Background: an optimization exercise with open tools, aiming at small area, a short achievable clock period and few clock cycles per item. Do not read the settings as production practice.
Where RTL was checked, it was by simulation tests only, not by an equivalence proof against the original.
Power and IR drop assume default switching activity.

==> inputs of v35 <==
Design fir_mac_rhe, start of the top module:
module fir_mac_rhe (
    input  wire        clk,
    input  wire        rst,         
    input  wire        in_valid,
    output wire        in_ready,
    input  wire [31:0] in_coef,
    input  wire [31:0] in_sample,
    input  wire        in_last,
    input  wire [5:0]  in_shift,
    output reg         out_valid,
    output reg  [31:0] out_data
);
export LEC_CHECK = 0
export ABC_AREA = 1
export CAP_MARGIN = 20
export CORE_MARGIN = 2
export CORE_UTILIZATION = 40
export PLACE_DENSITY = 0.6
export SLEW_MARGIN = 20
create_clock -name core_clock -period 10.0 [get_ports {clk}]
standard.sh (not shown) runs the stock make flow with config.mk's settings and CLKGATE_MAP_FILE= SYNTH_SCRIPT=/design/flow/synth_recipe.tcl, a recipe that flattens the netlist after the stock synthesis.
==> flow/flow/run.sh <==
#!/bin/bash
# Own layout flow: the standard flow (standard synthesis, floorplan,
# placement, CTS, routing) with a tighter setup repair target, so the
# resizer works toward a shorter clock period than the constraint's.
# Each tool's output goes to a log file of its own in this folder.
set -euo pipefail
MARGIN=$(cat flow/margin.txt 2>/dev/null || echo 6)
bash standard.sh synth > synth.log 2>&1
bash standard.sh SETUP_SLACK_MARGIN=$MARGIN floorplan > floorplan.log 2>&1
bash standard.sh SETUP_SLACK_MARGIN=$MARGIN place > place.log 2>&1
bash standard.sh SETUP_SLACK_MARGIN=$MARGIN cts > cts.log 2>&1
bash standard.sh SETUP_SLACK_MARGIN=$MARGIN route > route.log 2>&1
bash standard.sh SETUP_SLACK_MARGIN=$MARGIN finish > finish.log 2>&1
==> flow/flow/margin.txt <==
6
==> v6 (differences from v35) <==
==> flow/flow/margin.txt (replaced) <==
7
==> out/results.ini <==
[outcome]
outcome=finished clean

[place]
dpl-instance-area_um2=38500

[pwr]
switchingPower_mw=5.30
sw_frac_of_total_pct=48.1
powerComb_mw=6.76

[drt]
wl_per_cell_um=24.7
dr.first_iter.drc_count=5671

[final_layout]
nClkBuffers=54
final_cell_area_um2=43000
area_growth_pct=16.4

[setup_path]
crit_cells=10

[sta]
max_freq_mhz=248
finalWorstSetupSlack_ps=5970

the above is filed under v35

==> out/results.ini <==
[outcome]
outcome=finished clean

[die]
die_width_um=308

[final_layout]
final_cell_mix=nand2_1, inv_1, xor2_1, nand3_1, o22ai_1
nClkBuffers=65
area_growth_pct=35.9
final_cell_area_um2=50200

[sta]
max_freq_mhz=261
finalWorstSetupSlack_ps=6170

[place]
dpl-instance-area_um2=39600

[drt]
dr.first_iter.drc_count=5724
wl_per_cell_um=27.0

[synthesis]
synth-compound-area-share_pct=16.1

[pwr]
sw_frac_of_total_pct=48.2

the above is filed under v6

Function was not checked in any run of this note: the RTL went through the layout flow alone.

---

==> branch onyx: inputs <==
fir_mac_rhe, a different RTL version from the one above (not shown whole).
clock: 10.0 ns
lec_check: 0
abc_area: 1
cap_margin: 20
core_margin: 2
core_utilization: 40
place_density: 0.6
slew_margin: 20
==> flow/flow/margin.txt <==
6
Scripts as last shown in full above: flow/flow/run.sh
==> inputs of branch xenon, as changes to branch onyx <==
==> flow/run.sh (new file) <==
#!/bin/bash
# synth_recipe.tcl (not shown) runs the flow's synth.tcl, then flattens the netlist and writes it again
# the make line also repeats each setting of config.mk as NAME=value (left out here)
make -C /OpenROAD-flow-scripts/flow DESIGN_CONFIG=/design/flow/config.mk WORK_HOME=/design/flow/orfs CLKGATE_MAP_FILE= SYNTH_SCRIPT=/design/flow/synth_recipe.tcl finish
removed: flow/flow/run.sh
removed: flow/flow/margin.txt
removed: flow/standard.sh
==> summary of the runs <==
- Branch onyx passed the timing, design-rule and antenna checks. Branch xenon completed without violations.
- Against branch onyx, the critical path depth of branch xenon is higher by 3.
- Of branch onyx and branch xenon, branch onyx has the higher register-to-register slack (gap 1100 ps).
- Against branch onyx, the combinational power of branch xenon is smaller by 7.7%.
- In branch xenon the worst setup slack is lower than in branch onyx, by 1100 ps.
- In synthesized cell count, branch xenon and branch onyx do not differ.
- In clock skew, branch xenon and branch onyx hardly differ.
- In sequential power, branch onyx and branch xenon hardly differ.
==> figures <==
item	branch xenon	branch onyx
Status	timing/DRC/antenna clean	timing/DRC/antenna clean
Clock Skews	34.96 ps	34.87 ps
Filler instances	9,445	8,860
Worst Max-Slew Pin Slew	1065 ps	1003 ps
Power of the sequential group	2.36 mW	2.37 mW
Total Power	12.74 mW	13.40 mW
Layout Utilization	0.4420	0.4923
Worst-case setup margin in the final layout	4779 ps	5907 ps
Total of cells resized after clock tree synthesis	0	313
R2R Setup Slk	4780 ps	5910 ps
Multi-input gate area in the final layout	26,000 µm²	26,890 µm²
Sequential cell area	6749 µm²	6823 µm²
Instance count on the critical path	17	14
Post-Place Cells	5,855	5,854
First-pass GRT wire length	189.4 mm	205.7 mm
Met2 capacity usage during global routing	0.3856	0.4269
Testbench counts of branch onyx, summed over its fixed seeds: cycles 26,362, items 26,330.
Testbench counts of branch xenon, summed over its fixed seeds: cycles 26,362, items 26,330.

---

==> wip/pepper <==
Another version of the RTL of fir_mac_rhe (not shown whole).
clock: 10.0 ns
lec_check: 0
abc_area: 1
cap_margin: 20
core_margin: 2
core_utilization: 40
place_density: 0.6
slew_margin: 20
run.sh (not shown) runs the stock make flow with config.mk's settings and CLKGATE_MAP_FILE= SYNTH_SCRIPT=/design/flow/synth_recipe.tcl, a recipe that flattens the netlist after the stock synthesis.
Stock flow here: none of the scripts above is used.
==> wip/tundra: changes against wip/pepper <==
==> flow/flow/run.sh (new file) <==
#!/bin/bash
# Own layout flow: the standard flow (standard synthesis, floorplan,
# placement, CTS, routing) with a tighter setup repair target, so the
# resizer works toward a shorter clock period than the constraint's.
# Each tool's output goes to a log file of its own in this folder.
set -euo pipefail
MARGIN=$(cat flow/margin.txt 2>/dev/null || echo 6)
bash standard.sh synth > synth.log 2>&1
bash standard.sh SETUP_SLACK_MARGIN=$MARGIN floorplan > floorplan.log 2>&1
bash standard.sh SETUP_SLACK_MARGIN=$MARGIN place > place.log 2>&1
bash standard.sh SETUP_SLACK_MARGIN=$MARGIN cts > cts.log 2>&1
bash standard.sh SETUP_SLACK_MARGIN=$MARGIN route > route.log 2>&1
bash standard.sh SETUP_SLACK_MARGIN=$MARGIN finish > finish.log 2>&1
==> flow/flow/margin.txt (new file) <==
6
==> flow/standard.sh (new file) <==
#!/bin/bash
# synth_recipe.tcl (not shown) runs the flow's synth.tcl, then flattens the netlist and writes it again
# the make line also repeats each setting of config.mk as NAME=value (left out here)
make -C /OpenROAD-flow-scripts/flow DESIGN_CONFIG=/design/flow/config.mk WORK_HOME=/design/flow/orfs CLKGATE_MAP_FILE= SYNTH_SCRIPT=/design/flow/synth_recipe.tcl "${@:-finish}"
removed: flow/run.sh
==> qor.yml <==
num-clock-buffers: 65
status: "complete, no violations"
reg2reg_from: "l2"
num-nonclk-inverters: 716
crit_buf_inv: 6
wirelength_mm: 139
grt_usage: 0.283
grt_pass1_wl_mm: 211
cts_resized: 0
# the run above: wip/pepper

==> qor.yml <==
num-nonclk-inverters: 723
reg2reg_from: "neg_r[3]"
status: "complete, no violations"
wirelength_mm: 142
grt_usage: 0.287
crit_buf_inv: 3
cts_resized: 58
grt_pass1_wl_mm: 213
# the run above: wip/tundra

Testbench counts of wip/pepper, summed over its fixed seeds: cycles 26,362, items 26,330.
Testbench counts of wip/tundra, summed over its fixed seeds: cycles 26,362, items 26,330.

## port drivers added, routing unchanged
Ports are ideal in the flow. The routed layouts listed here were re-timed in OpenROAD. Step 1 assumes that a clkbuf_16 drives the clock port and a buf_2 every other input. Step 2 moves the port delays by t, midway between the first and last clock arrival at a register: inputs arrive t later, outputs are due t later. That takes back most of the time a late clock gives input paths. a / b / c = ideal / step 1 / step 2; a / b = the first two.
| run | t (ns) | slack for setup (ns) | worst setup path at the end | cell pins on the clock port's net |
|---|---|---|---|---|
| v35 | 0.672 | 5.967 / 5.967 / 5.545 | input to register | 1 |
| v6 | 0.707 | 6.173 / 6.173 / 5.809 | input to register | 1 |
| branch onyx | 0.674 | 5.907 / 5.907 / 5.907 | register to register | 1 |
| branch xenon | 0.691 | 4.779 / 4.779 / 4.779 | register to register | 1 |
| wip/pepper | 0.689 | 5.121 / 5.121 / 4.592 | input to register | 1 |
| wip/tundra | 0.692 | 5.918 / 5.918 / 5.555 | input to register | 1 |
After both steps setup and hold are still met in every run listed. The setup slack of wip/pepper, which loses most, moves by 0.000 ns with the drivers and by -0.529 ns with both steps.
